This design comes from an exercise in tuning for small area on the open sky130 flow, not from production work.
Only simulation tests tie the RTL to the original design; equivalence was not proved.
Power figures rest on the tool's default switching activity, not on a simulated workload.

==> flow/constraint.sdc <==
create_clock -name core_clock -period 10.0 [get_ports {clk}]
set_input_delay 2.0000 -clock core_clock [delete_from_list [all_inputs] [get_ports {clk}]]
set_output_delay 2.0000 -clock core_clock [all_outputs]
set_load 0.01 [all_outputs]
==> flow/run.sh <==
#!/bin/bash
# synth_recipe.tcl (not shown) runs the flow's synth.tcl, then flattens the netlist and writes it again
# the make line also repeats each setting of config.mk as NAME=value (left out here)
make -C /OpenROAD-flow-scripts/flow DESIGN_CONFIG=/design/flow/config.mk WORK_HOME=/design/flow/orfs CLKGATE_MAP_FILE= SYNTH_SCRIPT=/design/flow/synth_recipe.tcl finish
==> flow/config.mk <==
export PLATFORM = sky130hd
export DESIGN_NAME = ccsds_framer
export DESIGN_NICKNAME = ccsds_framer
export VERILOG_FILES = /design/flow/design.v
export SDC_FILE = /design/flow/constraint.sdc
export NUM_CORES = 4
export LEC_CHECK = 0
export CAP_MARGIN = 20
export CORE_MARGIN = 2
export CORE_UTILIZATION = 40
export SLEW_MARGIN = 20
==> flow/design.v <==
module ccsds_framer (
    input  wire         clk,
    input  wire         rst,           
    input  wire         rx_valid,
    input  wire [1:0]   rx_kind,       
    input  wire [7:0]   rx_data,
    output wire         rx_ready,
    input  wire         stop_req,
    output wire         tx_valid,
    input  wire         tx_ready,
    input  wire         tx_open,
    output wire         tx_eos,
    output wire [2:0]   tx_version,
    output wire         tx_type,
    output wire         tx_shf,
    output wire [10:0]  tx_apid,
    output wire [1:0]   tx_seqflags,
    output wire [13:0]  tx_seqcnt,
    output wire [15:0]  tx_dlen,
    output wire [31:0]  tx_sh_week,
    output wire [31:0]  tx_sh_ms,
    output wire [5:0]   tx_ud_len,
    output wire [495:0] tx_ud,         
    output wire [15:0]  tx_checksum,
    output wire [2:0]   state,
    output wire [3:0]   err_cause,
    output wire [1:0]   err_phase,
    output wire [16:0]  err_count,
    output wire         done,
    output wire         fault
);
    localparam BODY_MAX = 64;
    localparam UD_MAX   = BODY_MAX - 2;
    localparam CHAN_CAP = 4;
    localparam [2:0] S_HDR    = 3'd0,
                     S_BODY   = 3'd1,
                     S_EMIT   = 3'd2,
                     S_STOP   = 3'd3,
                     S_FAULT  = 3'd4;
    localparam [3:0] C_NONE      = 4'd0,
                     C_TRUNC     = 4'd1,
                     C_CHECKSUM  = 4'd3,
                     C_CHCLOSED  = 4'd4,
                     C_UNDERLEN  = 4'd5,
                     C_IOFAIL    = 4'd6,
                     C_TOOLONG   = 4'd7;
    localparam [1:0] P_HEADER = 2'd0,
                     P_BODY   = 2'd1,
                     P_EMIT   = 2'd2;
    localparam [1:0] K_BYTE = 2'd0,
                     K_EOS  = 2'd1;
    function [15:0] crc_step;
        input [15:0] s;
        input [7:0]  b;
        integer i;
        reg [15:0] c;
        begin
            c = s ^ {b, 8'h00};
            for (i = 0; i < 8; i = i + 1)
                c = c[15] ? ((c << 1) ^ 16'h1021) : (c << 1);
            crc_step = c;
        end
    endfunction
    reg [2:0]  st;
    reg [2:0]  hcnt;
    reg [5:0]  bcnt;
    reg [6:0]  blen;               
    reg [7:0]  hdr  [0:5];
    reg [7:0]  body [0:BODY_MAX-1];
    reg [15:0] crc;
    reg        stop;
    reg [3:0]  e_cause;
    reg [1:0]  e_phase;
    reg [5:0]  e_count;
    reg [2:0]   f_version [0:CHAN_CAP-1];
    reg         f_type    [0:CHAN_CAP-1];
    reg         f_shf     [0:CHAN_CAP-1];
    reg [10:0]  f_apid    [0:CHAN_CAP-1];
    reg [1:0]   f_seqflags[0:CHAN_CAP-1];
    reg [13:0]  f_seqcnt  [0:CHAN_CAP-1];
    reg [15:0]  f_dlen    [0:CHAN_CAP-1];
    reg [31:0]  f_week    [0:CHAN_CAP-1];
    reg [31:0]  f_ms      [0:CHAN_CAP-1];
    reg [5:0]   f_udlen   [0:CHAN_CAP-1];
    reg [495:0] f_ud      [0:CHAN_CAP-1];
    reg [15:0]  f_ck      [0:CHAN_CAP-1];
    reg [1:0]   wptr, rptr;
    reg [2:0]   count;
    wire closed = (st == S_STOP) || (st == S_FAULT);
    wire        d_shf     = hdr[0][3];
    wire [6:0]  d_hdrlen  = d_shf ? 7'd8 : 7'd0;
    wire        d_under   = (blen < d_hdrlen + 7'd2);
    wire        d_ck_bad  = (crc != 16'h0000);
    wire [6:0]  d_udlen   = blen - 7'd2 - d_hdrlen;
    wire [6:0]  d_ckpos   = blen - 7'd2;
    wire [5:0]  d_ckhi    = d_ckpos[5:0];
    wire [5:0]  d_cklo    = d_ckpos[5:0] + 6'd1;
    wire [15:0] d_ck      = {body[d_ckhi], body[d_cklo]};
    reg [495:0] d_ud;
    integer k;
    always @(*) begin
        for (k = 0; k < UD_MAX; k = k + 1) begin
            if (d_shf)
                d_ud[8*k +: 8] = (k + 8 < BODY_MAX) ? body[(k + 8) % BODY_MAX] : 8'h00;
            else
                d_ud[8*k +: 8] = body[k];
        end
    end
    assign rx_ready = ((st == S_HDR) && !(hcnt == 3'd0 && stop)) || (st == S_BODY);
    wire   rx_fire  = rx_valid && rx_ready;
    wire   pop      = tx_valid && tx_ready;
    wire [15:0] crc_in   = (st == S_HDR && hcnt == 3'd0) ? 16'hFFFF : crc;
    wire [15:0] crc_next = crc_step(crc_in, rx_data);
    wire [16:0] new_blen = {1'b0, hdr[4], rx_data} + 17'd1;
    wire emit_ok = (st == S_EMIT) && !d_under && !d_ck_bad && tx_open;
    wire push    = emit_ok && (count != CHAN_CAP);
    always @(posedge clk) begin
        if (rst) begin
            st      <= S_HDR;
            hcnt    <= 3'd0;
            bcnt    <= 6'd0;
            blen    <= 7'd0;
            crc     <= 16'hFFFF;
            stop    <= 1'b0;
            e_cause <= C_NONE;
            e_phase <= P_HEADER;
            e_count <= 6'd0;
        end else begin
            if (stop_req)
                stop <= 1'b1;
            case (st)
            S_HDR: begin
                if (hcnt == 3'd0 && stop) begin
                    st <= S_STOP;
                end else if (rx_fire) begin
                    if (rx_kind == K_BYTE) begin
                        hdr[hcnt] <= rx_data;
                        crc       <= crc_next;
                        if (hcnt != 3'd5) begin
                            hcnt <= hcnt + 3'd1;
                        end else if (new_blen > BODY_MAX) begin
                            st      <= S_FAULT;
                            e_cause <= C_TOOLONG;
                            e_phase <= P_HEADER;
                            e_count <= 6'd5;
                        end else begin
                            blen <= new_blen[6:0];
                            hcnt <= 3'd0;
                            bcnt <= 6'd0;
                            st   <= S_BODY;
                        end
                    end else if (rx_kind == K_EOS && hcnt == 3'd0) begin
                        st <= S_STOP;
                    end else begin
                        st      <= S_FAULT;
                        e_cause <= (rx_kind == K_EOS) ? C_TRUNC : C_IOFAIL;
                        e_phase <= P_HEADER;
                        e_count <= {3'b000, hcnt};
                    end
                end
            end
            S_BODY: begin
                if (rx_fire) begin
                    if (rx_kind == K_BYTE) begin
                        body[bcnt] <= rx_data;
                        crc        <= crc_next;
                        if ({1'b0, bcnt} + 7'd1 < blen) begin
                            bcnt <= bcnt + 6'd1;
                        end else begin
                            bcnt <= 6'd0;
                            st   <= S_EMIT;
                        end
                    end else begin
                        st      <= S_FAULT;
                        e_cause <= (rx_kind == K_EOS) ? C_TRUNC : C_IOFAIL;
                        e_phase <= P_BODY;
                        e_count <= bcnt;
                    end
                end
            end
            S_EMIT: begin
                if (d_under) begin
                    st      <= S_FAULT;
                    e_cause <= C_UNDERLEN;
                    e_phase <= P_EMIT;
                    e_count <= 6'd0;
                end else if (d_ck_bad) begin
                    st      <= S_FAULT;
                    e_cause <= C_CHECKSUM;
                    e_phase <= P_EMIT;
                    e_count <= 6'd0;
                end else if (!tx_open) begin
                    st      <= S_FAULT;
                    e_cause <= C_CHCLOSED;
                    e_phase <= P_EMIT;
                    e_count <= 6'd0;
                end else if (push) begin
                    st <= stop ? S_STOP : S_HDR;
                end
            end
            default: ;    
            endcase
        end
    end
    always @(posedge clk) begin
        if (push) begin
            f_version [wptr] <= hdr[0][7:5];
            f_type    [wptr] <= hdr[0][4];
            f_shf     [wptr] <= d_shf;
            f_apid    [wptr] <= {hdr[0][2:0], hdr[1]};
            f_seqflags[wptr] <= hdr[2][7:6];
            f_seqcnt  [wptr] <= {hdr[2][5:0], hdr[3]};
            f_dlen    [wptr] <= {hdr[4], hdr[5]};
            f_week    [wptr] <= {body[0], body[1], body[2], body[3]};
            f_ms      [wptr] <= {body[4], body[5], body[6], body[7]};
            f_udlen   [wptr] <= d_udlen[5:0];
            f_ud      [wptr] <= d_ud;
            f_ck      [wptr] <= d_ck;
        end
    end
    always @(posedge clk) begin
        if (rst) begin
            wptr  <= 2'd0;
            rptr  <= 2'd0;
            count <= 3'd0;
        end else begin
            if (push)
                wptr <= wptr + 2'd1;
            if (pop)
                rptr <= rptr + 2'd1;
            count <= count + {2'b00, push} - {2'b00, pop};
        end
    end
    assign tx_valid    = (count != 3'd0);
    assign tx_eos      = (count == 3'd0) && closed;
    assign tx_version  = f_version [rptr];
    assign tx_type     = f_type    [rptr];
    assign tx_shf      = f_shf     [rptr];
    assign tx_apid     = f_apid    [rptr];
    assign tx_seqflags = f_seqflags[rptr];
    assign tx_seqcnt   = f_seqcnt  [rptr];
    assign tx_dlen     = f_dlen    [rptr];
    assign tx_sh_week  = f_week    [rptr];
    assign tx_sh_ms    = f_ms      [rptr];
    assign tx_ud_len   = f_udlen   [rptr];
    assign tx_ud       = f_ud      [rptr];
    assign tx_checksum = f_ck      [rptr];
    assign state     = st;
    assign err_cause = e_cause;
    assign err_phase = e_phase;
    assign err_count = {11'd0, e_count};
    assign done      = (st == S_STOP);
    assign fault     = (st == S_FAULT);
endmodule
==> summary.txt <==
Place
  – Port Buffer Count: 664
  – DP HPWL: 266000 um
  – Routability congestion estimate from global placement: approximately 0.90
  – DP Cell Count: 10000
  – Worst slack, placed: 4260 ps
  – Post-DP Area: 137000 um2

STA
  – RSZ-0062 raised after global routing: no
  – Hold slack: 478 ps
  – Pins over their slew limit: 0
  – Final Hold Vio Count: 0
  – Slew HR: about an eighth
  – Setup TNS: 0 ps
  – Worst slew pin tran: approximately 1300 ps
  – Worst Setup Slack, final: between 3000 and 4000 ps
  – Tmin final: ~6300 ps
  – FMAX: 158 MHz
  – Clk_skew: 61.9 ps
  – Setup violators final: 0
  – Final period utilization: 63.2%

Worst hold path
  – Sink of the worst hold path: f_seqflags[2][0]
  – Hold_sp: hdr[2][6]
  – HP Class: reg2reg
  – Hold path depth: 0

Power
  – Worst VDD drop: ~0.00014 V
  – Power Density: ~220 nW/um2
  – Static leakage: ~45 nW

Detailed routing
  – Antenna viol nets, final: 0
  – Via count: 63900
  – Routed len/inst: ~36 um
  – # DRC: 0
  – Vias per cell: approximately 6.0
  – WL final: 388000 um
  – TritonRoute pass-1 iters: 5
  – Drt initial violations: 9799

Clocking
  – Hold_buf cts: 0
  – Post-CTS setup buffers: 0
  – TritonCTS Sinks: between 3000 and 4000
  – Max clock buf depth: 4
  – CTS resizes: 0
  – Root buffer cell: clkbuf_16
  – CTS clk-pin slew, worst paths: approximately 60 ps
  – CTS H-Tree Depth: 5
  – CTS tree: built
  – Clock latency (worst-skew pair): 940 ps
  – CTS Buf Count: 327

Die
  – DIE AREA: about 320000 um2
  – Starting density of the core: around two fifths
  – CORE AREA: about 310000 um2
  – Top-level I/O count: a little under 700
  – Die Height: between 500 and 600 um
  – Die Wd: between 500 and 600 um
  – Row count: 205

GRT
  – Grt total ovfl: 0
  – Global-route wire length before repair: approximately 520000 um
  – Gr usage total: between 20% and 30%
  – Pin count of the biggest net entering global routing: ~170
  – Initial antenna violation count: 37
  – Vias in the first global route: a little over 60000

Setup path
  – Reg2reg setup slack: 4350 ps
  – CP Launch Type: flip-flop
  – R2r endpoint: f_apid[3][5]
  – Arr. time, crit path: 4320 ps
  – R2r worst-path depth: 10
  – Critical path peak fanout: 32
  – Crit path capture type: primary output
  – Slowest stage cell on the critical path: dfxtp_4
  – CP required: approximately 8000 ps
  – R2R Path Start: blen[1]
  – Most frequent CP cell: buf_4
  – WS Path Type: reg2out
  – Largest stage delay on the critical path: roughly 860 ps
  – Critical Path, Cell by Cell: buf_4, buf_4, mux4_2, clkdlybuf4s50_1

Synthesis
  – Synth Area in XOR/XNOR: less than 1%
  – Top cells by area, synth: edfxtp_1 (74%), mux4_2 (17%), mux2_2 (4.1%), dfxtp_1 (0.90%), clkbuf_1 (0.40%)
  – Share of Yosys cell area claimed by the top area cell type: between 70% and 80%
  – Top_reg_cell synth: edfxtp_1
  – Simple-Gate Fraction of Synth Area: under 10%
  – Mapped Avg Cell Area: 23.1 um2
  – Area leader, netlist: edfxtp_1
  – Synth warn: 1
  – Sequential-to-total area share from yosys stat: between 70% and 80%
  – Post-synth top cells: edfxtp_1 (3080), mux4_2 (958), mux2_2 (451), clkbuf_1 (134), nor2_1 (122)
  – Largest family of logic cells by synthesized area: multiplexers
  – Synth Area in Compound Gates: less than 1%
  – EDFF count, synth: 3080
  – Post-Syn Instances: between 5000 and 6000
  – Mux contribution to synthesized area: a little over a fifth
  – FFs w/ async S/R, synth: 0%
  – Post-Synth Adder-Cell Area: less than 1%
  – Netlist cell types: 78
  – Mapped cell area: between 100000 and 150000 um2
  – Count leader, synth: edfxtp_1
  – #FFs+latches synth: 3136

Cells and area
  – Nets: between 6000 and 7000
  – Layout area overhead: 18.0%
  – Fraction of layout cells with a size suffix above 1: about a third
  – Post-route cell area: 148000 um2
  – Fill count: roughly 25000
  – Non-Filler Instances: approximately 11000

Status
  – Status: complete, no violations

Run
  – Max-cap violations: 0
## cell usage in the layout (no fill, tap or decap), types with 5 or more instances in the layout
cell type / n
nand3_1: 17
inv_6: 6
a21oi_1: 31
xor2_1: 9
mux2i_1: 13
clkinv_16: 13
nor4_1: 8
clkbuf_16: 329
xnor2_1: 30
inv_1: 23
and2_1: 7
ha_1: 19
clkdlybuf4s50_1: 656
nand4_1: 5
clkinv_1: 74
buf_4: 78
clkbuf_1: 57
bufinv_16: 26
nand3b_1: 6
mux2_2: 451
dfxtp_1: 52
diode_2: 8
nor3_1: 13
mux4_2: 958
conb_1: 12
clkinvlp_4: 17
nand2_1: 52
nor2_1: 120
edfxtp_1: 3080
o21ai_0: 18
clkinv_2: 60
inv_16: 9
nor2b_1: 69
a211oi_1: 16
a31o_2: 5
o211ai_1: 15
buf_12: 33
## through the flow
| stage | util, % | power, mW |
|---|---|---|
| after floorplan | - | 17.7 |
| after CTS | 47.4 | 32.6 |
| after global placement | 43.9 | 20.6 |
| final | 47.4 | 32.3 |
| after global routing | 47.4 | 33.3 |
| after detailed placement | 43.9 | 20.6 |
## power by group
| part | internal [mW] | leakage (nW) | switching (mW) |
|---|---|---|---|
| Sequential | 14.3 | 28.1 | 0.105 |
| Clock | 6.81 | 5.15 | 5.27 |
| Combinational | 2.94 | 11.6 | 2.86 |
| Total | 24.1 | 44.9 | 8.23 |
## kinds of logic after synthesis
logic type,Yosys count
flip-flops,3136
multiplexers,1422
AND/OR/NAND/NOR,344
buffers and inverters,339
AO/OA/AOI/OAI,115
XOR/XNOR,46
adder cells (fa/ha/maj),22
other,1
## sequential cells by signal, indices dropped and copies added (netlist names), 6 cells and up, named ones only
signal      flops
f_ud         1984
body          512
f_ms          128
f_week        128
f_ck           64
f_dlen         64
f_seqcnt       56
hdr            48
f_apid         44
f_udlen        24
crc            16
f_version      12
f_seqflags      8
blen            7
bcnt            6
e_count         6
## layer usage
layer / vias to the layer above / global-route usage, % / share of wire, %
met5: - / 0 / 0.023
met3: 479 / 5.30 / 10
met4: 14 / 6.97 / 3.0
met1: 34800 / 35.4 / 41
met2: 3882 / 35.9 / 45
li1: 24700 / - / -
## critical path: cells and delay by family (launching register included)
| family | cells | cell delay [ps] |
|---|---|---|
| buf+inv | 3 | 1770 |
| mux | 1 | 610 |
| flops | 1 | 860 |
## how the worst max path moves through the flow
stage,to,slack (ps),depth (start not counted)
after floorplan,f_apid[0][0],-700,3
after global placement,f_ud[3][51],4350,6
after detailed placement,f_ud[3][51],4260,6
after CTS,tx_ud[0],3470,4
after global routing,tx_ud[0],3390,4
final,tx_ud[0],3680,4
## final cells by class
cell class / instances / area, um2 / area share, %
multi-input combinational: 1961 / 30200 / 20.5
clock buffer: 386 / 8450 / 5.72
antenna: 8 / 20.0 / 0.0136
tap: 4140 / 5180 / 3.51
inverter: 24 / 90.1 / 0.0610
timing repair buffer: 770 / 7870 / 5.33
clock inverter: 212 / 2200 / 1.49
sequential: 3136 / 93600 / 63.4

[separate check: timing with driven ports]
No port has a modelled driver above. Below, the same layout with a new extraction and two added sets of constraints. Step 1 (the two cells are an assumption about what drives the block):
set clk [get_ports {clk}]
set_driving_cell -lib_cell sky130_fd_sc_hd__clkbuf_16 $clk
set_driving_cell -lib_cell sky130_fd_sc_hd__buf_2 [delete_from_list [all_inputs] $clk]
Step 2 times the ports against the registers' clock, not the clock port: input delays grow and output delays shrink by t, the midpoint of the rising clock arrivals with the driver on. Three values: no drivers, after step 1, after step 2; two values: the first two.
shift t [ns]: 1.006
setup slack, ns: 3.682 / 3.578 / 4.209
latest minus earliest clock arrival (ns): 0.070 / 0.070
After both steps setup and hold are still met in this run. For this run, drivers alone change the setup slack by -0.104 ns; drivers and shift together by +0.527 ns.
